This design comes from an exercise in tuning for small area, a short achievable clock period and few clock cycles per item on the open sky130 flow, not from production work.
Only simulation tests tie the RTL to the original design; equivalence was not proved.
Power and IR drop assume default switching activity.

// pkt_crc_engine
module pkt_crc_engine (
    input  wire        clk,
    input  wire        rst,
    input  wire        in_valid,
    output wire        in_ready,
    input  wire [1:0]  in_cmd,
    input  wire [7:0]  in_addr,
    input  wire [8:0]  in_data,
    output reg         rsp_valid,
    output reg  [2:0]  rsp_code,
    output reg  [31:0] rsp_data
);
Size: ~4,900 cells after synthesis, roughly 2,300 flip-flops, roughly 59 I/O pins, roughly 84,000 um2 of cells after synthesis.
export LEC_CHECK = 0
export CAP_MARGIN = 20
export CORE_MARGIN = 2
export CORE_UTILIZATION = 60
export CTS_CLUSTER_DIAMETER = 80
export CTS_CLUSTER_SIZE = 25
export SLEW_MARGIN = 40
create_clock -name core_clock -period 10.0 [get_ports {clk}]
standard.sh (not shown) runs the stock make flow with config.mk's settings and CLKGATE_MAP_FILE= SYNTH_SCRIPT=/design/flow/synth_recipe.tcl, a recipe that flattens the netlist after the stock synthesis.
==> flow/flow/run.sh <==
#!/bin/bash
set -o pipefail
bash standard.sh SETUP_SLACK_MARGIN=7 finish > standard.log 2>&1
The first run went through all stages and came out clean.
Testbench counts at the start, summed over its fixed seeds: cycles 37,634, items 192.
Next try:
--- a/flow/design.v
+++ b/flow/design.v
@@ -23,23 +23,23 @@
     localparam SRC_BUF  = 2'd1;
     localparam SRC_CRC  = 2'd2;
     reg [7:0] pbuf [0:255];
     integer   j;
     reg        wr1, rd1, seal1, chk1;
     reg [7:0]  addr1;      
     reg [7:0]  rlo;        
-    reg [7:0]  rmid;       
+    reg [3:0]  rmid;       
     reg [7:0]  data1;      
     reg        m_arg1;     
     reg        m_small1;   
     reg [7:0]  m_pay1;     
     reg [15:0] whn;        
     reg [15:0] wln;        
-    reg [7:0]  q0, q1, q2, q3;    
-    reg [1:0]  qsel;
+    reg [63:0] qg;         
+    reg [2:0]  qsel;
     reg        v2;
     reg [2:0]  code2;
     reg [1:0]  src2;
     reg [8:0]  nx;         
     reg [7:0]  rem;        
     reg [31:0] crc;
     reg        busy;
@@ -109,52 +109,43 @@
         if (ans_seal) begin
             pbuf[7]  <= crc_out[31:24];
             pbuf[8]  <= crc_out[23:16];
             pbuf[9]  <= crc_out[15:8];
             pbuf[10] <= crc_out[7:0];
         end
     end
-    wire [63:0] rsel;
+    wire [31:0] rsel;
     genvar g;
     generate
-        for (g = 0; g < 64; g = g + 1) begin : g_rsel
+        for (g = 0; g < 32; g = g + 1) begin : g_rsel
             assign rsel[g] = rmid[g / 8] & rlo[g % 8];
         end
     endgenerate
-    reg  [7:0]  rq0, rq1, rq2, rq3;
+    reg [63:0] rq;
     always @* begin
-        rq0 = 8'd0; rq1 = 8'd0; rq2 = 8'd0; rq3 = 8'd0;
-        for (j = 0; j < 64; j = j + 1) begin
-            rq0 = rq0 | (pbuf[j]       & {8{rsel[j]}});
-            rq1 = rq1 | (pbuf[64 + j]  & {8{rsel[j]}});
-            rq2 = rq2 | (pbuf[128 + j] & {8{rsel[j]}});
-            rq3 = rq3 | (pbuf[192 + j] & {8{rsel[j]}});
-        end
-    end
-    always @(posedge clk) begin
-        q0   <= rq0;
-        q1   <= rq1;
-        q2   <= rq2;
-        q3   <= rq3;
-        qsel <= addr1[7:6];
-    end
-    wire [7:0] qbyte = (qsel == 2'd0) ? q0 :
-                       (qsel == 2'd1) ? q1 :
-                       (qsel == 2'd2) ? q2 : q3;
+        rq = 64'd0;
+        for (j = 0; j < 256; j = j + 1)
+            rq[8 * (j / 32) +: 8] = rq[8 * (j / 32) +: 8] | (pbuf[j] & {8{rsel[j % 32]}});
+    end
+    always @(posedge clk) begin
+        qg   <= rq;
+        qsel <= addr1[7:5];
+    end
+    wire [7:0] qbyte = qg[8 * qsel +: 8];
     wire [7:0] addr1_d = rdy   ? in_addr :
                          einit ? nx[7:0] :
                          (addr1 == 8'd6) ? 8'd11 : addr1 + 8'd1;
     always @(posedge clk) begin
         m_arg1   <= (in_data > 9'd256);
         m_small1 <= (in_data < 9'd11);
         m_pay1   <= in_data[7:0] - 8'd11;
         wln      <= ~(16'd1 << in_addr[3:0]);
         addr1 <= addr1_d;
         rlo   <= 8'd1 << addr1_d[2:0];
-        rmid  <= 8'd1 << addr1_d[5:3];
+        rmid  <= 4'd1 << addr1_d[4:3];
         if (rdy)
             data1 <= in_data[7:0];
         else if (!einit)
             data1 <= qbyte;
     end
     always @(posedge clk) begin
         if (rst) begin
After rerunning: The new run went through all stages and came out clean; setup slack is better by 0.025 ns; power is higher by 1.5%; routed wire length drops by 15%; clock-buffer cell count went up by 2; core utilization drops by 1.0 points; global-route usage falls by 6.9 points; critical path depth is unchanged; register-to-register slack is worse by 0.03 ns; hold slack stays flat; die area goes up by 0.69%.
Testbench counts after the change, summed over its fixed seeds: cycles 37,634, items 192.

==> static timing again, ports no longer ideal <==
The flow's constraints put no driver on any port. The routed layouts listed below were extracted and timed again, unchanged, in two steps. Step 1 (the two cells are an assumption about what drives the block):
set clk [get_ports {clk}]
set_driving_cell -lib_cell sky130_fd_sc_hd__clkbuf_16 $clk
set_driving_cell -lib_cell sky130_fd_sc_hd__buf_2 [delete_from_list [all_inputs] $clk]
Step 2 adds t to the input delays and takes it off the output delays; t is the mean of the earliest and latest rising clock arrival at the registers after step 1. Input paths then give back, and output paths get back, about the clock's delay inside the block. Slacks: no drivers / after step 1 / after step 2; pairs: no drivers / after step 1.
| run | shift t [ns] | setup WS [ns] | hold slack, ns | clock arrival spread, ns | worst register clock-pin slew, ns |
|---|---|---|---|---|---|
| the first run | 0.849 | 6.767 / 6.688 / 6.397 | 0.337 / 0.337 / 0.337 | 0.045 / 0.045 | 0.10 / 0.10 |
| the second run | 0.838 | 6.792 / 6.707 / 6.430 | 0.335 / 0.335 / 0.335 | 0.038 / 0.038 | 0.11 / 0.11 |
After both steps every run listed still meets setup and hold. For the first run, which loses most, drivers alone change the setup slack by -0.079 ns; drivers and shift together by -0.370 ns.
